From an optimization exercise on the open Yosys and OpenROAD flow, aimed at small area, a short achievable clock period and few clock cycles; shortcuts taken in it are not production practice. At most, simulation tests tie the RTL to the original design; equivalence was not proved. The RTL of runs 1 to 3 was laid out without a check of its function. No activity file was given, so power comes from the tool's default toggle rates.

<file path="flow/flow/run.sh">
#!/bin/bash
# Standard ORFS layout, with three changes: the port buffers are a small, fast
# buffer instead of the default delay buffer; clock tree synthesis adds no
# dummy loads; and each ready output is placed beside the input it follows.
set -euo pipefail
PORTBUF=sky130_fd_sc_hd__buf_1
CTS="-sink_clustering_enable -repair_clock_nets -buf_list sky130_fd_sc_hd__clkbuf_8 -dont_use_dummy_load"
bash standard.sh "BUFFER_PORTS_ARGS=-buffer_cell $PORTBUF" "CTS_ARGS=$CTS" "IO_CONSTRAINTS=$(pwd)/flow/io.tcl" finish > standard.log 2>&1
</file>
<file path="flow/flow/io.tcl">
# Keep each ready output next to the input it follows, so that the path
# between them stays short.
set_io_pin_constraint -group -order -pin_names {rxo_ready rx_ready}
set_io_pin_constraint -group -order -pin_names {tx_start_ready txw_ready tx_data_ready}
</file>
<file path="flow/standard.sh">
#!/bin/bash
# synth_recipe.tcl (not shown) runs the flow's synth.tcl, then flattens the netlist and writes it again
# the make line also repeats each setting of config.mk as NAME=value (left out here)
make -C /OpenROAD-flow-scripts/flow DESIGN_CONFIG=/design/flow/config.mk WORK_HOME=/design/flow/orfs CLKGATE_MAP_FILE= SYNTH_SCRIPT=/design/flow/synth_recipe.tcl "${@:-finish}"
</file>
<file path="flow/config.mk">
export PLATFORM = sky130hd
export DESIGN_NAME = t43dr_codec
export DESIGN_NICKNAME = t43dr_codec
export VERILOG_FILES = /design/flow/design.v
export SDC_FILE = /design/flow/constraint.sdc
export NUM_CORES = 4
export LEC_CHECK = 0
export CAP_MARGIN = 20
export CORE_MARGIN = 2
export CORE_UTILIZATION = 30
export SETUP_SLACK_MARGIN = 2.0
export SLEW_MARGIN = 20
</file>
<file path="flow/constraint.sdc">
create_clock -name core_clock -period 4.0 [get_ports {clk}]
set_input_delay 0.8000 -clock core_clock [delete_from_list [all_inputs] [get_ports {clk}]]
set_output_delay 0.8000 -clock core_clock [all_outputs]
set_load 0.01 [all_outputs]
</file>
<file path="flow/design.v">
module t43dr_encoder (
    input  wire        clk,
    input  wire        rst,
    input  wire        start_valid,
    output wire        start_ready,
    input  wire [7:0]  cmd,
    input  wire [15:0] len,
    input  wire        data_valid,
    output wire        data_ready,
    input  wire [7:0]  data,
    output wire        wire_valid,
    input  wire        wire_ready,
    output wire [7:0]  wire_data,
    output reg         size_err
);
    localparam [7:0] START = 8'h02;
    localparam [7:0] END   = 8'h03;
    localparam [7:0] ESC   = 8'h1B;
    reg s_idle, s_cmd, s_lenh, s_lenl, s_data, s_chk, s_end;
    reg [9:0] cnt;        
    reg [7:0] sum;
    reg       wv;         
    reg       ef;         
    reg [7:0] wd;
    function is_marker(input [7:0] b);
        is_marker = (b == START) || (b == END) || (b == ESC);
    endfunction
    assign wire_valid = wv;
    assign wire_data  = ef ? ESC : wd;
    wire can_load = wire_ready && !ef;
    reg hdr_rdy;
    reg dat_rdy;
    assign start_ready = wire_ready && hdr_rdy;
    assign data_ready  = wire_ready && dat_rdy;
    wire too_long = (|len[15:10]) || (len[9] && (|len[8:0]));
    reg  hdr_seen;
    reg  hdr_long;
    wire go    = s_idle && hdr_seen && !hdr_long;    
    wire d_in  = s_data && data_valid;
    wire load  = can_load && (go || s_cmd || s_lenh || s_lenl || d_in || s_chk || s_end);
    wire [7:0] val = ({8{s_idle}} & START)
                   | ({8{s_cmd}}  & cmd)
                   | ({8{s_lenh}} & {6'd0, cnt[9:8]})
                   | ({8{s_lenl}} & cnt[7:0])
                   | ({8{s_data}} & data)
                   | ({8{s_chk}}  & sum)
                   | ({8{s_end}}  & END);
    wire mk = (s_cmd  && is_marker(cmd))
           || (s_lenh && (cnt[9:8] == 2'd2))
           || (s_lenl && is_marker(cnt[7:0]))
           || (s_data && is_marker(data))
           || (s_chk  && is_marker(sum));
    wire cnt_zero = (cnt == 10'd0);
    wire cnt_one  = (cnt == 10'd1);
    wire n_idle = (s_idle && !(go && can_load)) || (s_end && can_load);
    wire take_long = s_idle && hdr_rdy && wire_ready;    
    wire n_cmd  = (go && can_load) || (s_cmd && !can_load);
    wire n_lenh = (s_cmd && can_load) || (s_lenh && !can_load);
    wire n_lenl = (s_lenh && can_load) || (s_lenl && !can_load);
    wire n_data = (s_lenl && can_load && !cnt_zero) || (s_data && !(d_in && can_load && cnt_one));
    wire n_chk  = (s_lenl && can_load && cnt_zero) || (d_in && can_load && cnt_one) || (s_chk && !can_load);
    wire n_end  = (s_chk && can_load) || (s_end && !can_load);
    wire n_ef = load ? mk : (ef && !wire_ready);
    always @(posedge clk) begin
        if (can_load)
            wd <= val;
        if (load && s_cmd)
            sum <= cmd;
        else if (load && (s_lenh || s_lenl || s_data))
            sum <= sum ^ val;
        if (load && s_cmd)
            cnt <= len[9:0];
        else if (load && s_data)
            cnt <= cnt - 10'd1;
        hdr_long <= too_long;
    end
    always @(posedge clk) begin
        if (rst) begin
            s_idle   <= 1'b1;
            s_cmd    <= 1'b0;
            s_lenh   <= 1'b0;
            s_lenl   <= 1'b0;
            s_data   <= 1'b0;
            s_chk    <= 1'b0;
            s_end    <= 1'b0;
            wv       <= 1'b0;
            ef       <= 1'b0;
            size_err <= 1'b0;
            hdr_rdy  <= 1'b0;
            dat_rdy  <= 1'b0;
            hdr_seen <= 1'b0;
        end else begin
            s_idle   <= n_idle;
            s_cmd    <= n_cmd;
            s_lenh   <= n_lenh;
            s_lenl   <= n_lenl;
            s_data   <= n_data;
            s_chk    <= n_chk;
            s_end    <= n_end;
            size_err <= take_long;
            ef       <= n_ef;
            if (load)
                wv <= 1'b1;
            else if (wire_ready && !ef)
                wv <= 1'b0;
            hdr_rdy  <= n_cmd || (n_idle && start_valid && too_long && !take_long);
            dat_rdy  <= n_data && !n_ef;
            hdr_seen <= start_valid && !start_ready;
        end
    end
endmodule
module t43dr_decoder (
    input  wire        clk,
    input  wire        rst,
    input  wire        clear,
    input  wire        in_valid,
    output wire        in_ready,
    input  wire [7:0]  in_data,
    output reg         out_valid,
    input  wire        out_ready,
    output reg         out_last,
    output wire [7:0]  out_data,
    output wire [2:0]  out_status,
    output wire [7:0]  out_cmd,
    output wire [15:0] out_len
);
    reg st_cmd;     
    reg st_lh;      
    reg st_ll;      
    reg st_dat;     
    reg st_chk;     
    reg st_we;      
    reg esc;
    reg [7:0] cmd_r;
    reg [9:0] P;
    reg [9:0] Q;
    reg       h_big;    
    reg [7:0] sum;
    reg [7:0] ev_r;
    assign out_cmd    = cmd_r;
    assign out_len    = {Q[5:0], P};
    assign out_data   = ev_r;
    assign out_status = ev_r[2:0];
    assign in_ready = out_ready;
    wire fire = in_valid && out_ready;
    wire c_cmd = st_cmd && !clear;
    wire c_lh  = st_lh  && !clear;
    wire c_ll  = st_ll  && !clear;
    wire c_dat = st_dat && !clear;
    wire c_chk = st_chk && !clear;
    wire c_we  = st_we  && !clear;
    wire c_esc = esc    && !clear;
    wire c_in  = c_cmd || c_lh || c_ll || c_dat || c_chk || c_we;    
    wire is_se   = (in_data[7:1] == 7'b0000001);    
    wire is_esc  = (in_data == 8'h1B);
    wire literal = c_esc || !(is_se || is_esc);
    wire e_esc   = !c_esc && is_esc;                 
    wire e_start = !c_esc && is_se && !in_data[0];
    wire e_end   = !c_esc && is_se &&  in_data[0];
    wire len_big  = h_big || (P[9] && (|in_data));
    wire len_zero = !h_big && (P[9:8] == 2'd0) && (in_data == 8'd0);
    wire cnt_last = (Q == 10'd1);
    wire n_cmd = e_start || (c_cmd && e_esc);
    wire n_lh  = (c_cmd && literal) || (c_lh && e_esc);
    wire n_ll  = (c_lh  && literal) || (c_ll && e_esc);
    wire n_dat = (c_ll  && literal && !len_big && !len_zero)
              || (c_dat && literal && !cnt_last) || (c_dat && e_esc);
    wire n_chk = (c_ll  && literal && len_zero)
              || (c_dat && literal && cnt_last) || (c_chk && e_esc);
    wire n_we  = (c_chk && literal) || (c_we && e_esc);
    wire ev_size = c_ll && literal && len_big;
    wire ev_dat  = c_dat && literal;
    wire ev_end  = e_end && c_we;
    wire ev      = ev_size || ev_dat || (c_we && literal) || (e_end && c_in);
    wire [2:0] ev_status = ev_size ? 3'd3 :
                           ev_end  ? {1'b0, (sum != 8'h00), 1'b0} : 3'd4;
    always @(posedge clk) begin
        if (st_cmd)
            cmd_r <= in_data;
        if (st_lh) begin
            P[9:8] <= in_data[1:0];
            Q      <= {4'd0, in_data[7:2]};
            h_big  <= (|in_data[7:2]) || (&in_data[1:0]);
        end
        if (st_ll) begin
            P[7:0] <= in_data;
            if (!len_big)
                Q <= {P[9:8], in_data};
        end
        if (st_dat && fire && !clear && !e_esc)
            Q <= Q - 10'd1;
        if (fire && !e_esc)
            sum <= c_cmd ? in_data : (sum ^ in_data);
        if (out_ready) begin
            out_last <= !ev_dat;
            ev_r     <= {in_data[7:3], ev_dat ? in_data[2:0] : ev_status};
        end
    end
    always @(posedge clk) begin
        if (rst) begin
            st_cmd    <= 1'b0;
            st_lh     <= 1'b0;
            st_ll     <= 1'b0;
            st_dat    <= 1'b0;
            st_chk    <= 1'b0;
            st_we     <= 1'b0;
            esc       <= 1'b0;
            out_valid <= 1'b0;
        end else begin
            if (out_ready)
                out_valid <= in_valid && ev;
            if (fire) begin
                st_cmd <= n_cmd;
                st_lh  <= n_lh;
                st_ll  <= n_ll;
                st_dat <= n_dat;
                st_chk <= n_chk;
                st_we  <= n_we;
                esc    <= e_esc;
            end else if (clear) begin
                st_cmd <= 1'b0;
                st_lh  <= 1'b0;
                st_ll  <= 1'b0;
                st_dat <= 1'b0;
                st_chk <= 1'b0;
                st_we  <= 1'b0;
                esc    <= 1'b0;
            end
        end
    end
endmodule
module t43dr_codec (
    input  wire        clk,
    input  wire        rst,
    input  wire        tx_start_valid,
    output wire        tx_start_ready,
    input  wire [7:0]  tx_cmd,
    input  wire [15:0] tx_len,
    input  wire        tx_data_valid,
    output wire        tx_data_ready,
    input  wire [7:0]  tx_data,
    output wire        txw_valid,
    input  wire        txw_ready,
    output wire [7:0]  txw_data,
    output wire        tx_size_err,
    input  wire        rx_clear,
    input  wire        rx_valid,
    output wire        rx_ready,
    input  wire [7:0]  rx_data,
    output wire        rxo_valid,
    input  wire        rxo_ready,
    output wire        rxo_last,
    output wire [7:0]  rxo_data,
    output wire [2:0]  rxo_status,
    output wire [7:0]  rxo_cmd,
    output wire [15:0] rxo_len
);
    t43dr_encoder u_enc (
        .clk         (clk),
        .rst         (rst),
        .start_valid (tx_start_valid),
        .start_ready (tx_start_ready),
        .cmd         (tx_cmd),
        .len         (tx_len),
        .data_valid  (tx_data_valid),
        .data_ready  (tx_data_ready),
        .data        (tx_data),
        .wire_valid  (txw_valid),
        .wire_ready  (txw_ready),
        .wire_data   (txw_data),
        .size_err    (tx_size_err)
    );
    t43dr_decoder u_dec (
        .clk        (clk),
        .rst        (rst),
        .clear      (rx_clear),
        .in_valid   (rx_valid),
        .in_ready   (rx_ready),
        .in_data    (rx_data),
        .out_valid  (rxo_valid),
        .out_ready  (rxo_ready),
        .out_last   (rxo_last),
        .out_data   (rxo_data),
        .out_status (rxo_status),
        .out_cmd    (rxo_cmd),
        .out_len    (rxo_len)
    );
endmodule
</file>
==> qor_table.md, run 1 <==
| Quantity | This run |
|---|---|
| Relative max-transition margin | 0.399 |
| Sequential Power Share | 0.629 |
| H-Tree Level Count | 3 |
| Required time worst endpoint | 3.20 ns |
| Combinational power share | 0.075 |
| Final setup violation count | 0 |
| Synthesized net count | 494 |
| Count of state elements after synthesis | 94 |
| Run status | complete, no violations |
| Portion of total power attributed to the clock network | 0.296 |
| Min-delay worst type | flip-flop to flip-flop |
| Post-detailed-routing wire length | 11300 um |
| Post-route antenna net violation count | 0 |
| First-pass detailed-route iteration total | 5 |
| Drc violations | 0 |
| VDD IR-drop max | 0.126 mV |
| Clock slew at reported path FFs | 0.06 ns |
| Number of enable-type register cells in the synthesized netlist | 62 |
| Number of cells traversed by the worst hold path | 2 |
| GRT Resource Usage Total | 0.137 |
| Number of sinks on the clock net | 94 |
| Switching share of total power | 0.228 |
| Most common library cell in the layout ignoring fill and taps | sky130_fd_sc_hd__buf_1 |
| Synth warnings | 2 |
| CP Class | input pin to output pin |
| P_leak | 1.89 nW |
| Root Buffer Master | sky130_fd_sc_hd__clkbuf_8 |
| Distinct cell type count of the synthesized netlist | 69 |
| Buffer levels on the longest clock path | 2 |
| Number of inserted filler cells in the final layout | 1497 |
| Via count | 3645 |
| TritonCTS clock tree | yes |
| Relative area change from synthesis to final layout | 17.7% |
| Setup clock skew after layout | 0.0246 ns |
| Most instantiated flip-flop cell in the synthesis netlist | sky130_fd_sc_hd__edfxtp_1 |
| Pins Over Slew Limit | 0 |
| Cell area after synthesis | 4720 um2 |
| HPWL reported at the end of detailed placement | 8330 um |
| Post-layout power | 1.69 mW |
| Antenna Diode Count | 0 |
| Total negative slack | 0 ns |
| Largest fanout of any net on the critical path | 4 |
| Floorplan die width | 129 um |
| Max Clock Freq | 505 MHz |
| Global-route wire length before repair | 18100 um |
| Mapped Cells | 439 |
| Proportion of synthesized chip area in sequential cells | 0.530 |
| Starting density of the core | 0.309 |
| Number of hold-repair buffers added at the cts stage | 0 |
| Routed len/inst | 15.3 um |
| Post-route worst hold slack | 0.459 ns |
| Core Util, Final | 0.364 |
| Gp weighted congestion | 0.805 |
| Cell area power density | 304 nW/um2 |
| Transition time of the tightest slew-check pin | 0.901 ns |
| Switching component of the power | 0.385 mW |
| Vertical extent of the die | 129 um |
| Final critical delay including setup and external delays | 1.98 ns |
| Drt via density | 4.94 |
| Final worst path period share | 0.495 |
| Worst r2r path cells | 5 |
| Die outline area | 16700 um2 |
| Largest net degree at the start of global routing | 22 |
| Grt total ovfl | 0 |
| Top-level port count | 98 |
| Number of antenna violations at the first check in global routing | 0 |
| Clock latency of the later-clocked register in the worst-skew pair | 0.38 ns |
| Core Box Area | 15300 um2 |
| Arrival time of data at the critical path endpoint | 1.18 ns |
| Leading cell types in the layout, fill and taps excluded | 84 x sky130_fd_sc_hd__buf_1, 62 x sky130_fd_sc_hd__edfxtp_1, 41 x sky130_fd_sc_hd__nand2_1 |
| Core Rows | 45 |
| Clock buffer count from CTS | 9 |
| Critical Path Start Type | input pin |
| Share of cells above drive strength 1 | 0.135 |
| DR iter-0 viols | 273 |
| Final hold viol count | 0 |
| RSZ-0062 raised after global routing | true |
| IO buf count | 97 |
| Max-capacitance violation count | 0 |
| Post-synthesis async set-or-reset flop share | 0 |
| Final net count | 584 |
| Syn_area_per_cell | 10.7 um2 |
| Vias in the first global route | 3448 |
| Category of the worst setup path capture point | output pin |
| Internal power | 1.30 mW |
## registers in the layout, indices dropped and copies added, names as in the netlist, 8 cells and up, named ones only
name	count
u_dec.cmd_r	8
u_dec.ev_r	8
u_dec.sum	8
u_enc.cnt	10
u_dec.Q	10
u_enc.sum	8
u_enc.wd	8
u_dec.P	10
## kinds of logic after synthesis
| kind of cell | Yosys count | synth area share |
|---|---|---|
| AO/OA/AOI/OAI | 90 | 0.145 |
| multiplexers | 14 | 0.0308 |
| AND/OR/NAND/NOR | 169 | 0.185 |
| flip-flops | 94 | 0.530 |
| XOR/XNOR | 24 | 0.0446 |
| adder cells (fa/ha/maj) | 7 | 0.0186 |
| buffers and inverters | 41 | 0.0464 |
## layer usage
| layer | share of wire | wire [um] | vias to the layer above | GRT usage |
|---|---|---|---|---|
| li1 | - | - | 1794 | - |
| met5 | 0 | 0 | - | 0 |
| met1 | 0.49 | 5550 | 1753 | 0.195 |
| met2 | 0.46 | 5180 | 81 | 0.212 |
| met4 | 0.016 | 177 | 0 | 0.0506 |
| met3 | 0.036 | 410 | 17 | 0.0223 |
## worst paths after layout
kind                                                from                           end  slack, ns
worst max-delay path                           txw_ready                tx_start_ready       2.02
worst min-delay path               u_enc.wv$_SDFFE_PP0P_         u_enc.wv$_SDFFE_PP0P_       0.46
worst max register to register  u_dec.st_ll$_SDFFE_PP0P_  u_dec.out_valid$_SDFFE_PP0P_       2.14
worst min register to register     u_enc.wv$_SDFFE_PP0P_         u_enc.wv$_SDFFE_PP0P_       0.46
## cell usage after synthesis (all sizes together), types with 5 or more instances
cell type	count	area share
nor3	11	0.012
nand2b	6	0.0080
nor2b	8	0.011
a22oi	15	0.024
a21oi	25	0.028
mux2i	10	0.021
buf	19	0.029
nand4	5	0.0066
nand3	10	0.011
inv	12	0.0095
nor2	39	0.032
o21a	5	0.0080
and3	6	0.0082
or2	7	0.0093
clkbuf	10	0.0080
nor4	14	0.023
o31ai	6	0.0095
edfxtp	62	0.39
nand2	44	0.036
xnor2	20	0.037
dfxtp	32	0.14
ha	7	0.019
## worst max-delay path, cell delays in order
cell,delay (ns)
sky130_fd_sc_hd__buf_6,0.10
sky130_fd_sc_hd__and2_4,0.16
sky130_fd_sc_hd__buf_6,0.12
## through the flow
step / worst slack [ns] / instance area [um2] / instances
after floorplan: 1.92 / 4760 / 439
after global placement: 1.35 / 5240 / 721
after detailed placement: 1.27 / 5240 / 721
after CTS: 1.98 / 5490 / 736
after global routing: 1.98 / 5550 / 738
final: 2.02 / 5550 / 738
## layout make-up
cell class                      instances  area (um2)  share of cell area
Tap cell                              211         264              0.0475
Inverter                               12        45.0             0.00811
Clock buffer                            9         124              0.0223
Timing Repair Buffer                  108         534              0.0962
Multi-Input combinational cell        304        2080               0.375
Sequential cell                        94        2500               0.451
## power by group through the flow
| stage | Sequential, mW | Clock [mW] | Combinational (mW) |
|---|---|---|---|
| after CTS | 1.06 | 0.509 | 0.123 |
| after global placement | 1.08 | 0 | 0.114 |
| final | 1.06 | 0.500 | 0.127 |
| after floorplan | 1.08 | 0 | 0.0640 |
| after global routing | 1.06 | 0.543 | 0.140 |
| after detailed placement | 1.08 | 0 | 0.116 |
## what timing repair did
item                                    CTS  global route
resized for setup                        27            15
buffers inserted                          6             2
pin swaps                                 4             7
endpoints found under the setup margin   48            22
==> run 2, diff against run 1 <==
--- a/flow/design.v
+++ b/flow/design.v
@@ -18,3 +18,17 @@
     localparam [7:0] ESC   = 8'h1B;
-    reg s_idle, s_cmd, s_lenh, s_lenl, s_data, s_chk, s_end;
+    localparam [2:0] S_IDLE = 3'd0,
+                     S_CMD  = 3'd1,
+                     S_LENH = 3'd2,
+                     S_LENL = 3'd3,
+                     S_DATA = 3'd4,
+                     S_CHK  = 3'd5,
+                     S_END  = 3'd6;
+    reg  [2:0] state;
+    wire s_idle = (state == S_IDLE);
+    wire s_cmd  = (state == S_CMD);
+    wire s_lenh = (state == S_LENH);
+    wire s_lenl = (state == S_LENL);
+    wire s_data = (state == S_DATA);
+    wire s_chk  = (state == S_CHK);
+    wire s_end  = (state == S_END);
     reg [9:0] cnt;        
@@ -54,10 +68,16 @@
     wire cnt_one  = (cnt == 10'd1);
-    wire n_idle = (s_idle && !(go && can_load)) || (s_end && can_load);
+    reg [2:0] n_state;
+    always @(*) begin
+        n_state = state;
+        case (state)
+            S_IDLE: if (go && can_load) n_state = S_CMD;
+            S_CMD:  if (can_load) n_state = S_LENH;
+            S_LENH: if (can_load) n_state = S_LENL;
+            S_LENL: if (can_load) n_state = cnt_zero ? S_CHK : S_DATA;
+            S_DATA: if (d_in && can_load && cnt_one) n_state = S_CHK;
+            S_CHK:  if (can_load) n_state = S_END;
+            default: if (can_load) n_state = S_IDLE;
+        endcase
+    end
     wire take_long = s_idle && hdr_rdy && wire_ready;    
-    wire n_cmd  = (go && can_load) || (s_cmd && !can_load);
-    wire n_lenh = (s_cmd && can_load) || (s_lenh && !can_load);
-    wire n_lenl = (s_lenh && can_load) || (s_lenl && !can_load);
-    wire n_data = (s_lenl && can_load && !cnt_zero) || (s_data && !(d_in && can_load && cnt_one));
-    wire n_chk  = (s_lenl && can_load && cnt_zero) || (d_in && can_load && cnt_one) || (s_chk && !can_load);
-    wire n_end  = (s_chk && can_load) || (s_end && !can_load);
     wire n_ef = load ? mk : (ef && !wire_ready);
@@ -78,9 +98,3 @@
         if (rst) begin
-            s_idle   <= 1'b1;
-            s_cmd    <= 1'b0;
-            s_lenh   <= 1'b0;
-            s_lenl   <= 1'b0;
-            s_data   <= 1'b0;
-            s_chk    <= 1'b0;
-            s_end    <= 1'b0;
+            state    <= S_IDLE;
             wv       <= 1'b0;
@@ -92,9 +106,3 @@
         end else begin
-            s_idle   <= n_idle;
-            s_cmd    <= n_cmd;
-            s_lenh   <= n_lenh;
-            s_lenl   <= n_lenl;
-            s_data   <= n_data;
-            s_chk    <= n_chk;
-            s_end    <= n_end;
+            state    <= n_state;
             size_err <= take_long;
@@ -105,4 +113,5 @@
                 wv <= 1'b0;
-            hdr_rdy  <= n_cmd || (n_idle && start_valid && too_long && !take_long);
-            dat_rdy  <= n_data && !n_ef;
+            hdr_rdy  <= (n_state == S_CMD)
+                     || ((n_state == S_IDLE) && start_valid && too_long && !take_long);
+            dat_rdy  <= (n_state == S_DATA) && !n_ef;
             hdr_seen <= start_valid && !start_ready;
==> run 2 against run 1 <==
Against the previous run: critical endpoint is now u_dec.st_chk$_SDFFE_PP0P_; largest cell class unchanged; routed wire length is 13% higher; cell count is 8.5% higher; critical path depth is 2 higher; count of clock-buffer cells in the layout stayed put.
==> qor_table.md, run 2 <==
| Quantity | This run | Delta |
|---|---|---|
| P_leak | 2.09 nW | +10% |
| List of cells traversed by the critical path | buf_12 -> or4_4 -> nor4_1 -> nand4_1 -> a311oi_1 |  |
| Max-capacitance violation count | 0 | unchanged |
| Min-delay worst type | flip-flop to flip-flop |  |
| Final hold viol count | 0 | unchanged |
| Clock slew at reported path FFs | 0.08 ns | +0.02 ns |
| Number of enable-type register cells in the synthesized netlist | 62 | unchanged |
| Grt total ovfl | 0 | unchanged |
| Final worst path period share | 0.510 | +0.0151 |
| Gp weighted congestion | 0.882 | +9.5% |
| Core Box Area | 15800 um2 | +3.7% |
| Distinct cell type count of the synthesized netlist | 68 | -1.4% |
| Core Rows | 46 | +2.2% |
| Number of inserted filler cells in the final layout | 1576 | +5.3% |
| Clock buffer count from CTS | 9 | unchanged |
| Total negative slack | 0 ns | unchanged |
| Final net count | 642 | +9.9% |
| RSZ-0062 raised after global routing | true |  |
| Pins Over Slew Limit | 0 | unchanged |
| Floorplan die width | 131 um | +1.4% |
| Starting density of the core | 0.307 | -0.00235 |
| Cell class contributing the biggest share of worst-path delay | simple AND/OR/NAND/NOR gates |  |
| HPWL reported at the end of detailed placement | 9000 um | +8.1% |
| Post-synthesis async set-or-reset flop share | 0 | unchanged |
| VDD IR-drop max | 0.105 mV | -16% |
| Die outline area | 17200 um2 | +2.8% |
| First-pass detailed-route iteration total | 4 | -1 |
| Number of sinks on the clock net | 90 | -4.3% |
| TritonCTS clock tree | yes |  |
| Largest fanout of any net on the critical path | 6 | +2 |
| H-Tree Level Count | 3 | unchanged |
| Proportion of synthesized chip area in sequential cells | 0.499 | -0.0317 |
| Cell area after synthesis | 4860 um2 | +2.9% |
| Synthesized net count | 534 | +8.1% |
| Global-route wire length before repair | 20300 um | +12% |
| Post-detailed-routing wire length | 12800 um | +13% |
| Vias in the first global route | 3980 | +15% |
| Number of hold-repair buffers added at the cts stage | 0 | unchanged |
| Number of antenna violations at the first check in global routing | 0 | unchanged |
| Syn_area_per_cell | 10.1 um2 | -5.7% |
| Highest cell delay on the worst timing path | 0.55 ns | +0.39 ns |
| Relative max-transition margin | 0.462 | +0.0626 |
| Relative area change from synthesis to final layout | 23.2% |  |
| Vertical extent of the die | 131 um | +1.4% |
| Biggest area contributors in the synthesized netlist | sky130_fd_sc_hd__edfxtp_1 38%, sky130_fd_sc_hd__dfxtp_1 12%, sky130_fd_sc_hd__nand2_1 4.5% |  |
| Drc violations | 0 | unchanged |
| Max Clock Freq | 490 MHz | -3.0% |
| Buf+Inv Stages, Crit Path | 1 | -1 |
| Routed len/inst | 15.9 um | +3.8% |
| Clock latency of the later-clocked register in the worst-skew pair | 0.37 ns | about the same |
| Synth warnings | 2 | unchanged |
| DR iter-0 viols | 333 | +22% |
| Most common library cell in the layout ignoring fill and taps | sky130_fd_sc_hd__buf_1 |  |
| Post-synth top cells | 62 x sky130_fd_sc_hd__edfxtp_1, 58 x sky130_fd_sc_hd__nand2_1, 38 x sky130_fd_sc_hd__nor2_1 |  |
| Final critical delay including setup and external delays | 2.04 ns | +0.0603 ns |
| Cell type contributing the most total cell area after synthesis | sky130_fd_sc_hd__edfxtp_1 |  |
| Biggest registers after layout | u_dec.P: 10 flops, u_dec.Q: 10 flops, u_enc.cnt: 10 flops |  |
| Post-route antenna net violation count | 0 | unchanged |
| Most common cell in the synthesized netlist | sky130_fd_sc_hd__edfxtp_1 |  |
| Antenna Diode Count | 0 | unchanged |
| Slowest stage cell, crit path | sky130_fd_sc_hd__or4_4 |  |
| Synth top area share | 0.383 | -0.0113 |
| GRT Resource Usage Total | 0.145 | +0.00739 |
| IO buf count | 97 | unchanged |
| Arrival time of data at the critical path endpoint | 2.29 ns | +1.11 ns |
| Buffer levels on the longest clock path | 2 | unchanged |
| Count of state elements after synthesis | 90 | -4.3% |
| Root Buffer Master | sky130_fd_sc_hd__clkbuf_8 |  |
| Drt via density | 5.00 | +1.1% |
| CP Class | input pin to flip-flop |  |
| Category of the worst setup path capture point | flip-flop |  |
| Transition time of the tightest slew-check pin | 0.807 ns | -0.0939 ns |
| Final setup violation count | 0 | unchanged |
| Cell area power density | 271 nW/um2 | -11% |
| Mapped Cells | 479 | +9.1% |
| Largest net degree at the start of global routing | 34 | +55% |
| Via count | 4001 | +9.8% |
| Top-level port count | 98 | unchanged |
| Share of cells above drive strength 1 | 0.181 | +0.0465 |
| Most instantiated flip-flop cell in the synthesis netlist | sky130_fd_sc_hd__edfxtp_1 |  |
| Run status | complete, no violations |  |
| Required time worst endpoint | 4.25 ns | +1.05 ns |
| Leading cell types in the layout, fill and taps excluded | 84 x sky130_fd_sc_hd__buf_1, 62 x sky130_fd_sc_hd__edfxtp_1, 56 x sky130_fd_sc_hd__nand2_1 |  |
| Setup clock skew after layout | 0.0312 ns | +0.00660 ns |
| Critical Path Start Type | input pin |  |
| Core Util, Final | 0.378 | +0.0142 |
## run 2: changes by cell type in the layout (fill, tap and decap cells not counted), sizes merged, moves of 6 or more
cell,before,now
a21o,0,8
a21oi,25,31
a22oi,15,1
buf,107,126
mux2i,10,19
nand2,44,59
nand3,10,17
o21ai,4,29
## run 2: worst paths after layout
check / startpoint / endpoint / slack, ns / cells after the start
worst max register to register: u_enc.state[1]$_SDFF_PP0_ / u_enc.sum[1]$_DFFE_PP_ / 2.11 / 6
worst min-delay path: u_enc.wv$_SDFFE_PP0P_ / u_enc.wv$_SDFFE_PP0P_ / 0.46 / 2
worst min register to register: u_enc.wv$_SDFFE_PP0P_ / u_enc.wv$_SDFFE_PP0P_ / 0.46 / 2
worst max-delay path: rx_data[6] / u_dec.st_chk$_SDFFE_PP0P_ / 1.96 / 5
## run 2: stage by stage
step	setup slack, ns	area [um2]	hold slack [ns]	power [mW]	cells
finish	1.96	5980	0.462	1.62	801
global route	1.89	5980	0.499	1.67	801
CTS	1.98	5800	0.468	1.63	788
detailed placement	1.08	5400	0.457	1.13	762
global placement	1.14	5400	0.470	1.13	762
floorplan	1.74	4970	0.451	1.08	479
## run 2: per-layer routing
layer,wire length (um),vias to the layer above,track usage
met5,0,-,0
met1,5940,1924,0.196
met3,503,19,0.0170
li1,-,1954,-
met2,6060,104,0.235
met4,252,0,0.0610
## run 2: worst register-to-register path: stages (launching register included)
cell                      delay [ns]
sky130_fd_sc_hd__dfxtp_4        0.38
sky130_fd_sc_hd__buf_12         0.13
sky130_fd_sc_hd__or3_4          0.16
sky130_fd_sc_hd__o21ai_4        0.06
sky130_fd_sc_hd__nor4b_4        0.37
sky130_fd_sc_hd__buf_4          0.20
sky130_fd_sc_hd__mux2_2         0.33
## run 2: power by group
| group | internal (mW) | switching [mW] |
|---|---|---|
| clock | 0.202 | 0.282 |
| combinational | 0.0544 | 0.0723 |
| sequential | 1.00 | 0.00623 |
| total | 1.26 | 0.361 |
## run 2: cells by family (layout without fill, tap and decap cells)
group	after synthesis	count (layout)	share of synthesized area
xor gates and xnor gates	23	23	0.0415
and+or+nand+nor	186	186	0.194
muxes	26	26	0.0554
buffers and inverters	45	151	0.0531
AOI/OAI and AO/OA	102	102	0.139
adders and majority gates	7	7	0.0180
DFF	90	90	0.499
## run 2: timing repair
action                                  CTS  global route
endpoints found under the setup margin   71            35
resized for setup                        47            21
pin swaps                                 7             9
gates cloned                              0             1
buffers inserted                         17            12
## run 2: final cells by class
type	count	area, um2	share of cell area
clock buffers	9	124	0.0207
inverters	12	60.1	0.0100
multi-input cells	344	2350	0.392
flip-flops and latches	90	2440	0.407
well taps	216	270	0.0452
repair buffers	130	747	0.125
==> run 3, diff against run 2 <==
--- a/flow/design.v
+++ b/flow/design.v
@@ -4,3 +4,3 @@
     input  wire        start_valid,
-    output wire        start_ready,
+    output reg         start_ready,
     input  wire [7:0]  cmd,
@@ -18,17 +18,4 @@
     localparam [7:0] ESC   = 8'h1B;
-    localparam [2:0] S_IDLE = 3'd0,
-                     S_CMD  = 3'd1,
-                     S_LENH = 3'd2,
-                     S_LENL = 3'd3,
-                     S_DATA = 3'd4,
-                     S_CHK  = 3'd5,
-                     S_END  = 3'd6;
-    reg  [2:0] state;
-    wire s_idle = (state == S_IDLE);
-    wire s_cmd  = (state == S_CMD);
-    wire s_lenh = (state == S_LENH);
-    wire s_lenl = (state == S_LENL);
-    wire s_data = (state == S_DATA);
-    wire s_chk  = (state == S_CHK);
-    wire s_end  = (state == S_END);
+    reg s_idle, s_start, s_cmd, s_lenh, s_lenl, s_data, s_chk, s_end;
+    reg hp;               
     reg [9:0] cnt;        
@@ -44,40 +31,31 @@
     wire can_load = wire_ready && !ef;
-    reg hdr_rdy;
     reg dat_rdy;
-    assign start_ready = wire_ready && hdr_rdy;
-    assign data_ready  = wire_ready && dat_rdy;
+    assign data_ready = wire_ready && dat_rdy;
     wire too_long = (|len[15:10]) || (len[9] && (|len[8:0]));
-    reg  hdr_seen;
-    reg  hdr_long;
-    wire go    = s_idle && hdr_seen && !hdr_long;    
-    wire d_in  = s_data && data_valid;
-    wire load  = can_load && (go || s_cmd || s_lenh || s_lenl || d_in || s_chk || s_end);
-    wire [7:0] val = ({8{s_idle}} & START)
-                   | ({8{s_cmd}}  & cmd)
-                   | ({8{s_lenh}} & {6'd0, cnt[9:8]})
-                   | ({8{s_lenl}} & cnt[7:0])
-                   | ({8{s_data}} & data)
-                   | ({8{s_chk}}  & sum)
-                   | ({8{s_end}}  & END);
-    wire mk = (s_cmd  && is_marker(cmd))
+    wire take     = start_ready && start_valid;     
+    wire take_ok  = take && !too_long;              
+    wire d_in = s_data && data_valid;
+    wire load = can_load && (s_start || s_cmd || s_lenh || s_lenl || d_in || s_chk || s_end);
+    wire [7:0] val = ({8{s_start}}        & START)
+                   | ({8{s_cmd || s_chk}} & sum)
+                   | ({8{s_lenh}}         & {6'd0, cnt[9:8]})
+                   | ({8{s_lenl}}         & cnt[7:0])
+                   | ({8{s_data}}         & data)
+                   | ({8{s_end}}          & END);
+    wire mk = ((s_cmd || s_chk) && is_marker(sum))
            || (s_lenh && (cnt[9:8] == 2'd2))
            || (s_lenl && is_marker(cnt[7:0]))
-           || (s_data && is_marker(data))
-           || (s_chk  && is_marker(sum));
+           || (s_data && is_marker(data));
     wire cnt_zero = (cnt == 10'd0);
     wire cnt_one  = (cnt == 10'd1);
-    reg [2:0] n_state;
-    always @(*) begin
-        n_state = state;
-        case (state)
-            S_IDLE: if (go && can_load) n_state = S_CMD;
-            S_CMD:  if (can_load) n_state = S_LENH;
-            S_LENH: if (can_load) n_state = S_LENL;
-            S_LENL: if (can_load) n_state = cnt_zero ? S_CHK : S_DATA;
-            S_DATA: if (d_in && can_load && cnt_one) n_state = S_CHK;
-            S_CHK:  if (can_load) n_state = S_END;
-            default: if (can_load) n_state = S_IDLE;
-        endcase
-    end
-    wire take_long = s_idle && hdr_rdy && wire_ready;    
+    wire end_go  = s_end && can_load;                    
+    wire n_idle  = (s_idle && !take_ok) || (end_go && !hp && !take_ok);
+    wire n_start = (s_idle && take_ok) || (end_go && (hp || take_ok)) || (s_start && !can_load);
+    wire n_cmd   = (s_start && can_load) || (s_cmd && !can_load);
+    wire n_lenh  = (s_cmd && can_load) || (s_lenh && !can_load);
+    wire n_lenl  = (s_lenh && can_load) || (s_lenl && !can_load);
+    wire n_data  = (s_lenl && can_load && !cnt_zero) || (s_data && !(d_in && can_load && cnt_one));
+    wire n_chk   = (s_lenl && can_load && cnt_zero) || (d_in && can_load && cnt_one) || (s_chk && !can_load);
+    wire n_end   = (s_chk && can_load) || (s_end && !can_load);
+    wire n_hp    = s_end && !can_load && (hp || take_ok);
     wire n_ef = load ? mk : (ef && !wire_ready);
@@ -86,3 +64,3 @@
             wd <= val;
-        if (load && s_cmd)
+        if (take_ok)
             sum <= cmd;
@@ -90,3 +68,3 @@
             sum <= sum ^ val;
-        if (load && s_cmd)
+        if (take_ok)
             cnt <= len[9:0];
@@ -94,3 +72,2 @@
             cnt <= cnt - 10'd1;
-        hdr_long <= too_long;
     end
@@ -98,13 +75,28 @@
         if (rst) begin
-            state    <= S_IDLE;
-            wv       <= 1'b0;
-            ef       <= 1'b0;
-            size_err <= 1'b0;
-            hdr_rdy  <= 1'b0;
-            dat_rdy  <= 1'b0;
-            hdr_seen <= 1'b0;
+            s_idle      <= 1'b1;
+            s_start     <= 1'b0;
+            s_cmd       <= 1'b0;
+            s_lenh      <= 1'b0;
+            s_lenl      <= 1'b0;
+            s_data      <= 1'b0;
+            s_chk       <= 1'b0;
+            s_end       <= 1'b0;
+            hp          <= 1'b0;
+            wv          <= 1'b0;
+            ef          <= 1'b0;
+            size_err    <= 1'b0;
+            start_ready <= 1'b0;
+            dat_rdy     <= 1'b0;
         end else begin
-            state    <= n_state;
-            size_err <= take_long;
-            ef       <= n_ef;
+            s_idle      <= n_idle;
+            s_start     <= n_start;
+            s_cmd       <= n_cmd;
+            s_lenh      <= n_lenh;
+            s_lenl      <= n_lenl;
+            s_data      <= n_data;
+            s_chk       <= n_chk;
+            s_end       <= n_end;
+            hp          <= n_hp;
+            size_err    <= take && too_long;
+            ef          <= n_ef;
             if (load)
@@ -113,6 +105,4 @@
                 wv <= 1'b0;
-            hdr_rdy  <= (n_state == S_CMD)
-                     || ((n_state == S_IDLE) && start_valid && too_long && !take_long);
-            dat_rdy  <= (n_state == S_DATA) && !n_ef;
-            hdr_seen <= start_valid && !start_ready;
+            start_ready <= n_idle || (n_end && !n_hp);
+            dat_rdy     <= n_data && !n_ef;
         end
==> run 3 against run 2 <==
Against the previous run: still clean; count of clock-buffer cells in the layout unchanged; maximum frequency fell by 0.34%; clock power rose by 2%; cell count decreased by 4.7%; register-to-register slack got worse by 0.06 ns; largest power group unchanged.
==> qor_table.md, run 3 <==
| Quantity | This run | Delta |
|---|---|---|
| Run status | complete, no violations |  |
| Floorplan die width | 129 um | -1.5% |
| Proportion of synthesized chip area in sequential cells | 0.531 | +0.0328 |
| Die outline area | 16700 um2 | -3.0% |
| Max Clock Freq | 488 MHz | -0.34% |
| Post-detailed-routing wire length | 12800 um | about the same |
| Required time worst endpoint | 4.28 ns | +0.03 ns |
| Global-route wire length before repair | 19400 um | -4.4% |
| Slowest stage cell, crit path | sky130_fd_sc_hd__nor4_1 |  |
| Highest cell delay on the worst timing path | 0.40 ns | -0.15 ns |
| Most common library cell in the layout ignoring fill and taps | sky130_fd_sc_hd__buf_1 |  |
| Count of state elements after synthesis | 94 | +4.4% |
| Clock latency of the later-clocked register in the worst-skew pair | 0.36 ns | about the same |
| Hold wc startpoint | u_enc.s_start$_SDFF_PP0_ |  |
| Number of enable-type register cells in the synthesized netlist | 62 | unchanged |
| Root Buffer Master | sky130_fd_sc_hd__clkbuf_8 |  |
| First-pass detailed-route iteration total | 5 | +1 |
| RSZ-0062 raised after global routing | true |  |
| Origin of the critical flop-to-flop path | u_enc.s_data$_SDFF_PP0_ |  |
| Cell area after synthesis | 4710 um2 | -3.1% |
| Post-synthesis async set-or-reset flop share | 0 | unchanged |
| Setup clock skew after layout | 0.0152 ns | -0.0160 ns |
| Worst setup slack for register-to-register paths | 2.05 ns | -0.06 ns |
| Drt via density | 5.06 | +1.3% |
| Number of antenna violations at the first check in global routing | 0 | unchanged |
| Area used by sequential logic in the layout | 2510 um2 | +2.8% |
| Source of the critical timing path | rx_data[7] |  |
| Final net count | 609 | -5.1% |
| Arrival time of data at the critical path endpoint | 2.32 ns | +0.03 ns |
| VDD IR-drop max | 0.142 mV | +35% |
| Final critical delay including setup and external delays | 2.05 ns | +0.00705 ns |
| CP Class | input pin to flip-flop |  |
| Distinct cell type count of the synthesized netlist | 64 | -5.9% |
| Leading cell types in the layout, fill and taps excluded | 81 x sky130_fd_sc_hd__buf_1, 62 x sky130_fd_sc_hd__edfxtp_1, 54 x sky130_fd_sc_hd__nand2_1 |  |
| Critical Path Start Type | input pin |  |
| Buf+Inv Stages, Crit Path | 3 | +2 |
| Transition time of the tightest slew-check pin | 1.11 ns | +0.299 ns |
| Vertical extent of the die | 129 um | -1.5% |
| Starting density of the core | 0.309 | +0.00169 |
| Antenna Diode Count | 0 | unchanged |
| Final setup slack of the worst path | 1.95 ns | -0.00705 ns |
| Cell type contributing the most total cell area after synthesis | sky130_fd_sc_hd__edfxtp_1 |  |
| Clock buffer count from CTS | 9 | unchanged |
| Relative max-transition margin | 0.262 | -0.199 |
| Core Box Area | 15300 um2 | -3.6% |
| Top-level port count | 98 | unchanged |
| Via count | 3859 | -3.5% |
| Total negative slack | 0 ns | unchanged |
| Core Util, Final | 0.377 | -0.000653 |
| Category of the worst setup path capture point | flip-flop |  |
| Final worst path period share | 0.512 | +0.00176 |
| Most common cell in the synthesized netlist | sky130_fd_sc_hd__edfxtp_1 |  |
| Min-delay worst type | flip-flop to flip-flop |  |
| Buffer levels on the longest clock path | 2 | unchanged |
| Synth top area share | 0.395 | +0.0121 |
| Gp weighted congestion | 0.854 | -3.1% |
| Number of inserted filler cells in the final layout | 1541 | -2.2% |
| Biggest area contributors in the synthesized netlist | sky130_fd_sc_hd__edfxtp_1 40%, sky130_fd_sc_hd__dfxtp_1 14%, sky130_fd_sc_hd__nand2_1 4.5% |  |
| P_leak | 2.00 nW | -4.3% |
| Worst r2r path cells | 4 | -2 |
| Largest net degree at the start of global routing | 24 | -29% |
| Clock slew at reported path FFs | 0.08 ns | about the same |
| Cell area power density | 296 nW/um2 | +9.3% |
| Max-capacitance violation count | 0 | unchanged |
| H-Tree Level Count | 3 | unchanged |
| Final setup violation count | 0 | unchanged |
| Vias in the first global route | 3716 | -6.6% |
| Synth warnings | 2 | unchanged |
| Share of cells above drive strength 1 | 0.168 | -0.0127 |
| Synthesized net count | 509 | -4.7% |
| Number of sinks on the clock net | 94 | +4.4% |
| Cell class contributing the biggest share of worst-path delay | simple AND/OR/NAND/NOR gates |  |
| Routed len/inst | 16.7 um | +5.0% |
| Most instantiated flip-flop cell in the synthesis netlist | sky130_fd_sc_hd__edfxtp_1 |  |
| Reg2reg end | u_enc.sum[5]$_DFFE_PP_ |  |
| IO buf count | 97 | unchanged |
| Final hold viol count | 0 | unchanged |
| Largest fanout of any net on the critical path | 6 | unchanged |
| Relative area change from synthesis to final layout | 22.3% |  |
| Mapped Cells | 454 | -5.2% |
| Drc violations | 0 | unchanged |
| Post-route antenna net violation count | 0 | unchanged |
| Syn_area_per_cell | 10.4 um2 | +2.3% |
| Pins Over Slew Limit | 0 | unchanged |
| HPWL reported at the end of detailed placement | 9000 um | about the same |
| List of cells traversed by the critical path | buf_1 -> buf_6 -> nor4_4 -> buf_4 -> nand4_1 -> nor4_1 -> a311oi_2 -> o31ai_1 |  |
| Number of cells traversed by the worst hold path | 2 | unchanged |
| Core Rows | 45 | -2.2% |
| Biggest registers after layout | u_dec.P: 10 flops, u_dec.Q: 10 flops, u_enc.cnt: 10 flops |  |
| Post-layout power | 1.70 mW | +5.2% |
| Setup Slack @ Placement | 1.12 ns | +0.0486 ns |
| DR iter-0 viols | 262 | -21% |
| Post-synth top cells | 62 x sky130_fd_sc_hd__edfxtp_1, 57 x sky130_fd_sc_hd__nand2_1, 32 x sky130_fd_sc_hd__dfxtp_1, 32 x sky130_fd_sc_hd__nor2_1, 21 x sky130_fd_sc_hd__a21oi_1 |  |
| GRT Resource Usage Total | 0.153 | +0.00869 |
| TritonCTS clock tree | yes |  |
| Grt total ovfl | 0 | unchanged |
| Area of the multi-input gates | 2210 um2 | -5.7% |
[run 3: cell count changes in the layout (fill, tap and decap cells not counted), sizes merged, moves of 6 or more]
cell | previous run | this run
a22oi | 1 | 13
nor3 | 10 | 16
a21o | 8 | 2
o21ai | 29 | 18
mux2i | 19 | 10
buf | 126 | 109
a21oi | 31 | 21
nor2 | 38 | 32
[run 3: stage by stage]
stage / cell area [um2] / hold WS (ns) / instances
4_1_cts: 5580 / 0.494 / 755
5_1_grt: 5760 / 0.502 / 763
3_5_place_dp: 5290 / 0.470 / 739
3_3_place_gp: 5290 / 0.467 / 739
2_1_floorplan: 4860 / 0.446 / 454
6_report: 5760 / 0.480 / 763
[run 3: worst max-delay path by stage]
stage	cells past startpoint	endpoint	slack [ns]
finish	8	u_dec.out_valid$_SDFFE_PP0P_	1.95
global route	8	u_dec.out_valid$_SDFFE_PP0P_	1.90
CTS	3	tx_data_ready	1.99
detailed placement	6	u_enc.sum[3]$_DFFE_PP_	1.12
global placement	6	u_enc.sum[5]$_DFFE_PP_	1.15
floorplan	6	u_enc.sum[6]$_DFFE_PP_	1.78
[run 3: layer usage]
| layer | wire, um | up-vias | part of all wire | GRT usage |
|---|---|---|---|---|
| li1 | - | 1864 | - | - |
| met1 | 5060 | 1838 | 0.40 | 0.169 |
| met2 | 6720 | 136 | 0.53 | 0.274 |
| met3 | 745 | 21 | 0.058 | 0.0487 |
| met4 | 233 | 0 | 0.018 | 0.0607 |
| met5 | 0 | - | 0 | 0 |
[run 3: what timing repair did]
action,CTS,global route
gates cloned,2,0
pin swaps,3,8
resized for setup,35,41
endpoints found under the setup margin,74,39
hold buffers,0,0
buffers inserted,5,8
[run 3: cells by family (layout without fill, tap and decap cells)]
logic type	after synthesis	count (layout)	share of synthesized area
adders and majority gates	7	7	0.0186
DFF	94	94	0.531
and+or+nand+nor	182	184	0.197
xor gates and xnor gates	20	20	0.0372
muxes	14	14	0.0308
buffers and inverters	42	138	0.0476
AOI/OAI and AO/OA	95	95	0.137
[run 3: cell type report]
class	count	area share
sequential	94	0.435
clock buffer	9	0.0215
inverter	16	0.0111
tap	211	0.0458
multi-input combinational	320	0.384
timing repair buffer	113	0.102
[run 3: power breakdown]
| part | switching (mW) | total (mW) | internal (mW) | leakage, nW |
|---|---|---|---|---|
| combinational | 0.0870 | 0.146 | 0.0591 | 1.10 |
| sequential | 0.0133 | 1.06 | 1.05 | 0.838 |
| clock | 0.294 | 0.495 | 0.202 | 0.0647 |
[run 3: worst register-to-register path, stage by stage, from the launching register on]
cell	delay [ns]
sky130_fd_sc_hd__dfxtp_1	0.58
sky130_fd_sc_hd__a211oi_1	0.16
sky130_fd_sc_hd__a31oi_1	0.39
sky130_fd_sc_hd__nand2_1	0.30
sky130_fd_sc_hd__nand3_4	0.22
==> run 4, diff against run 3 <==
--- a/flow/design.v
+++ b/flow/design.v
@@ -64,3 +64,3 @@
             wd <= val;
-        if (take_ok)
+        if (take)
             sum <= cmd;
@@ -68,3 +68,3 @@
             sum <= sum ^ val;
-        if (take_ok)
+        if (take)
             cnt <= len[9:0];
--- a/flow/config.mk
+++ b/flow/config.mk
@@ -10,3 +10,3 @@
 export CORE_UTILIZATION = 30
-export SETUP_SLACK_MARGIN = 2.0
+export SETUP_SLACK_MARGIN = 2.05
 export SLEW_MARGIN = 20
==> run 4 against run 3 <==
Against the previous run: critical path type unchanged; non-clock buffer count grew 12; largest power group unchanged; die area shrank 0.43%; area after synthesis shrank 0.45%; cell count grew 0.66%; clock skew grew 0.0092 ns; worst hold slack gained 0.00083 ns; largest cell class unchanged; count of clock-buffer cells in the layout is the same; register-to-register slack gained 0.09 ns; routed wire length shrank 8.0%; combinational power grew 21%.
==> qor_table.md, run 4 <==
| Quantity | This run | Delta |
|---|---|---|
| Run status | complete, no violations |  |
| Gp weighted congestion | 0.850 | -0.54% |
| Max-capacitance violation count | 0 | unchanged |
| Final net count | 614 | +0.82% |
| Grt total ovfl | 0 | unchanged |
| Transition time of the tightest slew-check pin | 0.755 ns | -0.351 ns |
| Slowest stage cell, crit path | sky130_fd_sc_hd__o31a_1 |  |
| Buffer levels on the longest clock path | 2 | unchanged |
| Starting density of the core | 0.307 | -0.00139 |
| DR iter-0 viols | 254 | -3.1% |
| Final setup violation count | 0 | unchanged |
| Number of hold-repair buffers added at the cts stage | 0 | unchanged |
| GRT Resource Usage Total | 0.140 | -0.0129 |
| Most common library cell in the layout ignoring fill and taps | sky130_fd_sc_hd__buf_1 |  |
| Cell area after synthesis | 4690 um2 | -0.45% |
| Hold wc startpoint | u_enc.s_start$_SDFF_PP0_ |  |
| Biggest area contributors in the synthesized netlist | sky130_fd_sc_hd__edfxtp_1 40%, sky130_fd_sc_hd__dfxtp_1 14%, sky130_fd_sc_hd__nand2_1 3.8% |  |
| First-pass detailed-route iteration total | 4 | -1 |
| Most common cell in the synthesized netlist | sky130_fd_sc_hd__edfxtp_1 |  |
| Post-synthesis async set-or-reset flop share | 0 | unchanged |
| HPWL reported at the end of detailed placement | 8450 um | -6.2% |
| Source of the critical timing path | rx_clear |  |
| Die outline area | 16600 um2 | -0.43% |
| Relative max-transition margin | 0.496 | +0.233 |
| Antenna Diode Count | 0 | unchanged |
| Syn_area_per_cell | 10.3 um2 | -0.45% |
| Cell area power density | 309 nW/um2 | +4.3% |
| Number of sinks on the clock net | 94 | unchanged |
| H-Tree Level Count | 3 | unchanged |
| Post-detailed-routing wire length | 11700 um | -8.0% |
| Arrival time of data at the critical path endpoint | 2.22 ns | -0.10 ns |
| Distinct cell type count of the synthesized netlist | 65 | +1.6% |
| Critical Path Start Type | input pin |  |
| Top-level port count | 98 | unchanged |
| Relative area change from synthesis to final layout | 21.7% |  |
| Post-route antenna net violation count | 0 | unchanged |
| Synth warnings | 2 | unchanged |
| Post-route worst hold slack | 0.481 ns | +0.000830 ns |
| Core Box Area | 15300 um2 | unchanged |
| Share of cells above drive strength 1 | 0.165 | -0.00331 |
| P_leak | 1.95 nW | -2.5% |
| Vias in the first global route | 3676 | -1.1% |
| Min-delay worst type | flip-flop to flip-flop |  |
| Final setup slack of the worst path | 2.03 ns | +0.0780 ns |
| Category of the worst setup path capture point | flip-flop |  |
| Required time worst endpoint | 4.25 ns | -0.03 ns |
| Buf+Inv Stages, Crit Path | 1 | -2 |
| Largest net degree at the start of global routing | 22 | -8.3% |
| Total negative slack | 0 ns | unchanged |
| Cell type contributing the most total cell area after synthesis | sky130_fd_sc_hd__edfxtp_1 |  |
| Most instantiated flip-flop cell in the synthesis netlist | sky130_fd_sc_hd__edfxtp_1 |  |
| VDD IR-drop max | 0.128 mV | -9.3% |
| Synth top area share | 0.397 | +0.00179 |
| Origin of the critical flop-to-flop path | u_dec.st_ll$_SDFFE_PP0P_ |  |
| Biggest registers after layout | u_dec.P: 10 flops, u_dec.Q: 10 flops, u_enc.cnt: 10 flops |  |
| Highest cell delay on the worst timing path | 0.31 ns | -0.09 ns |
| Clock latency of the later-clocked register in the worst-skew pair | 0.37 ns | about the same |
| TritonCTS clock tree | yes |  |
| Clock slew at reported path FFs | 0.07 ns | about the same |
| Drc violations | 0 | unchanged |
| Number of antenna violations at the first check in global routing | 0 | unchanged |
| Number of inserted filler cells in the final layout | 1524 | -1.1% |
| Final hold viol count | 0 | unchanged |
| Pins Over Slew Limit | 0 | unchanged |
| Global-route wire length before repair | 18200 um | -6.3% |
| Largest fanout of any net on the critical path | 12 | +6 |
| Routed len/inst | 15.3 um | -8.6% |
| Core Util, Final | 0.374 | -0.00361 |
| IO buf count | 97 | unchanged |
| CP Class | input pin to flip-flop |  |
| Floorplan die width | 129 um | -0.22% |
| Synthesized net count | 509 | unchanged |
| Root Buffer Master | sky130_fd_sc_hd__clkbuf_8 |  |
| Setup clock skew after layout | 0.0244 ns | +0.00925 ns |
| Vertical extent of the die | 129 um | -0.22% |
| Final worst path period share | 0.492 | -0.0195 |
| Post-synth top cells | 62 x sky130_fd_sc_hd__edfxtp_1, 48 x sky130_fd_sc_hd__nand2_1, 44 x sky130_fd_sc_hd__nor2_1 |  |
| Drt via density | 5.00 | -1.1% |
| Leading cell types in the layout, fill and taps excluded | 78 x sky130_fd_sc_hd__buf_1, 62 x sky130_fd_sc_hd__edfxtp_1, 47 x sky130_fd_sc_hd__nand2_1 |  |
| Worst setup slack for register-to-register paths | 2.14 ns | +0.09 ns |
| Setup Slack @ Placement | 1.29 ns | +0.164 ns |
| Number of enable-type register cells in the synthesized netlist | 62 | unchanged |
| Core Rows | 45 | unchanged |
| Count of state elements after synthesis | 94 | unchanged |
| Proportion of synthesized chip area in sequential cells | 0.534 | +0.00241 |
| Cell class contributing the biggest share of worst-path delay | compound AO/OA/AOI/OAI gates |  |
| Mapped Cells | 454 | unchanged |
| Via count | 3840 | -0.49% |
| Final critical delay including setup and external delays | 1.97 ns | -0.0780 ns |
| List of cells traversed by the critical path | buf_2 -> nand2b_2 -> nor2_4 -> nand2_8 -> o31a_1 -> a221o_1 |  |
| Clock buffer count from CTS | 9 | unchanged |
| Max Clock Freq | 508 MHz | +4.0% |
| RSZ-0062 raised after global routing | true |  |
==> run 4: cell types whose count changed in the layout (fill, tap and decap cells not counted), sizes merged, moves of 3 or more <==
cell	change
buf	+16
clkbuf	-4
nand3	-3
inv	-5
or2	+4
a21oi	+5
o211ai	+5
nor2	+12
mux2i	-5
nor3	-3
or3	-4
xor2	-3
nand2	-8
mux2	-4
==> run 4: cell families (layout without fill, tap and decap cells) <==
family | Yosys count | count (layout) | share of synthesized area
AOI/OAI and AO/OA | 108 | 108 | 0.156
xor gates and xnor gates | 19 | 19 | 0.0355
adders and majority gates | 7 | 7 | 0.0187
buffers and inverters | 42 | 145 | 0.0497
DFF | 94 | 94 | 0.534
muxes | 5 | 5 | 0.0107
and+or+nand+nor | 179 | 179 | 0.195
==> run 4: power breakdown <==
group	switching, mW	internal, mW	total, mW	leakage (nW)
clock	0.289	0.202	0.491	0.0647
combinational	0.100	0.0766	0.177	1.04
sequential	0.0261	1.07	1.09	0.844
total	0.416	1.34	1.76	1.95
==> run 4: worst reg2reg max path, stage by stage, from the launching register on <==
cell                       delay, ns
sky130_fd_sc_hd__dfxtp_1        0.68
sky130_fd_sc_hd__or2b_2         0.46
sky130_fd_sc_hd__or2_4          0.33
sky130_fd_sc_hd__o211ai_1       0.18
sky130_fd_sc_hd__o21ai_1        0.10
==> run 4: final timing paths <==
check,to,cells past startpoint
max,u_dec.Q[8]$_DFF_P_,6
min,flip-flop,2
max reg2reg,u_dec.Q[2]$_DFF_P_,4
min reg2reg,flip-flop,2
==> run 4: stage by stage <==
stage,power [mW],cells,cell area [um2]
6_report,1.76,768,5700
5_1_grt,1.84,768,5700
4_1_cts,1.77,753,5490
3_5_place_dp,1.27,735,5180
3_3_place_gp,1.26,735,5180
2_1_floorplan,1.21,454,4720
==> run 4: final cells by class <==
type	count	area [um2]	share of cell area
multi-input combinational	318	2070	0.364
timing repair buffer	125	692	0.121
inverter	11	42.5	0.00746
sequential	94	2510	0.440
tap	211	264	0.0463
clock buffer	9	124	0.0217
==> run 4: repair_timing <==
action,4_1_cts,5_1_grt
gates resized for setup,41,35
pin swaps,3,11
setup endpoints to repair,57,29
buffers inserted,9,15
==> run 4: layer usage <==
layer | global-route usage | routed length, um | vias to the layer above | part of all wire
met5 | 0 | 0 | - | 0
met4 | 0.0601 | 293 | 0 | 0.025
met3 | 0.0333 | 665 | 22 | 0.057
met2 | 0.235 | 5620 | 134 | 0.48
met1 | 0.174 | 5160 | 1812 | 0.44
li1 | - | - | 1872 | -
Testbench counts of run 4, summed over its fixed seeds: cycles 75,669.
==> run 5, diff against run 4 <==
--- a/flow/config.mk
+++ b/flow/config.mk
@@ -9,4 +9,4 @@
 export CORE_MARGIN = 2
-export CORE_UTILIZATION = 30
-export SETUP_SLACK_MARGIN = 2.05
+export CORE_UTILIZATION = 25
+export SETUP_SLACK_MARGIN = 2.0
 export SLEW_MARGIN = 20
==> run 5 against run 4 <==
Against the previous run: clock power grew 4.7%; clock skew increased by 0.0036 ns; critical path depth fell by 3; final area down 2.4%; sequential power is essentially flat; critical endpoint is now tx_data_ready; largest cell class unchanged.
==> qor_table.md, run 5 <==
| Quantity | This run | Delta |
|---|---|---|
| Core Rows | 50 | +11% |
| Slowest stage cell, crit path | sky130_fd_sc_hd__and2_4 |  |
| Critical Path Start Type | input pin |  |
| Buf+Inv Stages, Crit Path | 2 | +1 |
| Grt total ovfl | 0 | unchanged |
| Cell area power density | 318 nW/um2 | +3.0% |
| VDD IR-drop max | 0.161 mV | +25% |
| Pins Over Slew Limit | 0 | unchanged |
| Max Clock Freq | 504 MHz | -0.65% |
| CP Class | input pin to output pin |  |
| Number of enable-type register cells in the synthesized netlist | 62 | unchanged |
| DR iter-0 viols | 189 | -26% |
| Final hold viol count | 0 | unchanged |
| Crit. path cell count | 3 | -3 |
| Buffer levels on the longest clock path | 2 | unchanged |
| Post-route antenna net violation count | 0 | unchanged |
| Number of sinks on the clock net | 94 | unchanged |
| Final worst path period share | 0.496 | +0.00323 |
| Highest cell delay on the worst timing path | 0.13 ns | -0.18 ns |
| Category of the worst setup path capture point | output pin |  |
| Floorplan die width | 141 um | +9.2% |
| Worst setup slack for register-to-register paths | 2.10 ns | -0.04 ns |
| Relative area change from synthesis to final layout | 18.7% |  |
| Leading cell types in the layout, fill and taps excluded | 81 x sky130_fd_sc_hd__buf_1, 62 x sky130_fd_sc_hd__edfxtp_1, 47 x sky130_fd_sc_hd__nand2_1 |  |
| Post-synthesis async set-or-reset flop share | 0 | unchanged |
| Clock latency of the later-clocked register in the worst-skew pair | 0.39 ns | +0.02 ns |
| Biggest registers after layout | u_dec.P: 10 flops, u_dec.Q: 10 flops, u_enc.cnt: 10 flops |  |
| Routed len/inst | 15.0 um | -1.7% |
| Top-level port count | 98 | unchanged |
| Max-capacitance violation count | 0 | unchanged |
| Root Buffer Master | sky130_fd_sc_hd__clkbuf_8 |  |
| Clock buffer count from CTS | 9 | unchanged |
| Count of state elements after synthesis | 94 | unchanged |
| Largest fanout of any net on the critical path | 3 | -9 |
| Post-detailed-routing wire length | 11700 um | -0.66% |
| Distinct cell type count of the synthesized netlist | 65 | unchanged |
| Number of antenna violations at the first check in global routing | 0 | unchanged |
| Cell with the most instances on the worst path | sky130_fd_sc_hd__buf_2 |  |
| Min-delay worst type | flip-flop to flip-flop |  |
| Share of cells above drive strength 1 | 0.131 | -0.0342 |
| First-pass detailed-route iteration total | 4 | unchanged |
| IO buf count | 97 | unchanged |
| Worst r2r path cells | 4 | unchanged |
| Most instantiated flip-flop cell in the synthesis netlist | sky130_fd_sc_hd__edfxtp_1 |  |
| Vertical extent of the die | 141 um | +9.2% |
| Synth warnings | 2 | unchanged |
| Cell area after synthesis | 4690 um2 | unchanged |
| Synthesized net count | 509 | unchanged |
| TritonCTS clock tree | yes |  |
| Proportion of synthesized chip area in sequential cells | 0.534 | unchanged |
| Largest net degree at the start of global routing | 28 | +27% |
| Gp weighted congestion | 0.863 | +1.6% |
| Clock slew at reported path FFs | 0.10 ns | +0.03 ns |
| Core Util, Final | 0.300 | -0.0743 |
| Drt via density | 4.85 | -3.1% |
| Setup clock skew after layout | 0.0280 ns | +0.00360 ns |
| Number of inserted filler cells in the final layout | 1915 | +26% |
| Total negative slack | 0 ns | unchanged |
| Final setup violation count | 0 | unchanged |
| Die outline area | 19900 um2 | +19% |
| Biggest area contributors in the synthesized netlist | sky130_fd_sc_hd__edfxtp_1 40%, sky130_fd_sc_hd__dfxtp_1 14%, sky130_fd_sc_hd__nand2_1 3.8% |  |
| Reg2reg end | u_enc.cnt[9]$_DFFE_PP_ |  |
| Synth top area share | 0.397 | unchanged |
| Most common library cell in the layout ignoring fill and taps | sky130_fd_sc_hd__buf_1 |  |
| Most common cell in the synthesized netlist | sky130_fd_sc_hd__edfxtp_1 |  |
| Mapped Cells | 454 | unchanged |
| Syn_area_per_cell | 10.3 um2 | unchanged |
| P_leak | 1.85 nW | -5.1% |
| Core Box Area | 18600 um2 | +22% |
| Cell class contributing the biggest share of worst-path delay | buffers and inverters |  |
| Arrival time of data at the critical path endpoint | 1.18 ns | -1.04 ns |
| Global-route wire length before repair | 18100 um | -0.30% |
| HPWL reported at the end of detailed placement | 8330 um | -1.4% |
| Final net count | 599 | -2.4% |
| Drc violations | 0 | unchanged |
| Run status | complete, no violations |  |
| GRT Resource Usage Total | 0.118 | -0.0227 |
| RSZ-0062 raised after global routing | true |  |
| Antenna Diode Count | 0 | unchanged |
| Origin of the critical flop-to-flop path | u_enc.cnt[1]$_DFFE_PP_ |  |
| Post-synth top cells | 62 x sky130_fd_sc_hd__edfxtp_1, 48 x sky130_fd_sc_hd__nand2_1, 44 x sky130_fd_sc_hd__nor2_1 |  |
| Final critical delay including setup and external delays | 1.98 ns | +0.0129 ns |
| Required time worst endpoint | 3.20 ns | -1.05 ns |
| H-Tree Level Count | 3 | unchanged |
| CP endpoint | tx_data_ready |  |
| List of cells traversed by the critical path | buf_2 -> and2_4 -> buf_2 |  |
| Source of the critical timing path | txw_ready |  |
| Transition time of the tightest slew-check pin | 1.03 ns | +0.276 ns |
| Starting density of the core | 0.252 | -0.0549 |
| Via count | 3760 | -2.1% |
| Number of hold-repair buffers added at the cts stage | 0 | unchanged |
| Relative max-transition margin | 0.312 | -0.183 |
| Cell type contributing the most total cell area after synthesis | sky130_fd_sc_hd__edfxtp_1 |  |
| Vias in the first global route | 3549 | -3.5% |
-- run 5: final cells by class --
type                       instances  area (um2)  share of cell area
multi-input combinational        318        2060               0.370
timing repair buffer             110         542              0.0973
inverter                          11        42.5             0.00764
sequential                        94        2510               0.451
tap                              234         293              0.0526
clock buffer                       9         124              0.0223
-- run 5: cell families after synthesis --
kind of cell | Yosys count | synth area share
compound gates | 108 | 0.156
xor+xnor | 19 | 0.0355
mux | 5 | 0.0107
flops | 94 | 0.534
buf+inv | 42 | 0.0497
fa+ha+maj | 7 | 0.0187
simple gates | 179 | 0.195
-- run 5: worst min-delay path by stage --
stage / start / endpoint / slack (ns) / cells past startpoint
2_1_floorplan: u_enc.s_start$_SDFF_PP0_ / flip-flop / 0.45 / 2
3_3_place_gp: u_enc.s_start$_SDFF_PP0_ / flip-flop / 0.47 / 2
3_5_place_dp: u_enc.s_start$_SDFF_PP0_ / flip-flop / 0.47 / 2
4_1_cts: flip-flop / flip-flop / 0.49 / 2
5_1_grt: flip-flop / flip-flop / 0.51 / 2
6_report: flip-flop / flip-flop / 0.49 / 2
-- run 5: metrics by stage --
step                      hold WS (ns)  power [mW]  worst slack, ns  area [um2]  cells
after floorplan                  0.446        1.21             1.87        4720    454
after global placement           0.471        1.26             1.32        5210    757
after detailed placement         0.467        1.27             1.28        5210    757
after CTS                        0.486        1.78             1.92        5410    770
after global routing             0.511        1.84             1.99        5570    776
final                            0.488        1.77             2.02        5570    776
-- run 5: worst min-delay path, cell delays in order (launching register included) --
cell and delay (ns):
sky130_fd_sc_hd__dfxtp_1 0.35, sky130_fd_sc_hd__nand2_1 0.07, sky130_fd_sc_hd__a21oi_1 0.05
-- run 5: what timing repair did --
action                     CTS  global route
gates resized for setup     19            36
setup buffers                4             6
pin swaps                    1             4
setup endpoints to repair   54            43
-- run 5: power by group --
part / leakage [nW] / internal (mW) / switching [mW]
combinational: 0.940 / 0.0668 / 0.0967
clock: 0.0647 / 0.202 / 0.312
sequential: 0.844 / 1.07 / 0.0261
total: 1.85 / 1.34 / 0.434
-- run 5: per-layer routing --
metal	vias to the layer above	part of all wire	global-route usage
li1	1842	-	-
met1	1765	0.47	0.155
met2	130	0.45	0.182
met3	23	0.054	0.0302
met4	0	0.027	0.0563
met5	-	0	0

==> re-timing with driven ports <==
The flow's constraints put no driver on any port. The routed layouts listed below were extracted and timed again, unchanged, in two steps. Step 1 sets driving cells, clkbuf_16 on the clock port and buf_2 on the other inputs (assumed; they add their load-dependent delay and slew). Step 2 also shifts input and output timing later by t, the mid clock arrival at the registers, as if the neighbouring blocks saw the same clock. a / b / c = ideal / step 1 / step 2; a / b = the first two.
run	shift t [ns]	setup slack, ns	latest minus earliest clock arrival (ns)
run 1	0.393	2.020 / 1.986 / 1.638	0.033 / 0.032
run 2	0.387	1.960 / 1.945 / 1.558	0.038 / 0.038
run 3	0.393	1.953 / 1.958 / 1.565	0.024 / 0.023
run 4	0.392	2.031 / 2.016 / 1.632	0.029 / 0.029
run 5	0.412	2.018 / 1.998 / 1.606	0.033 / 0.032
After both steps every run listed still meets setup and hold. For run 5, which loses most, drivers alone change the setup slack by -0.020 ns; drivers and shift together by -0.412 ns.
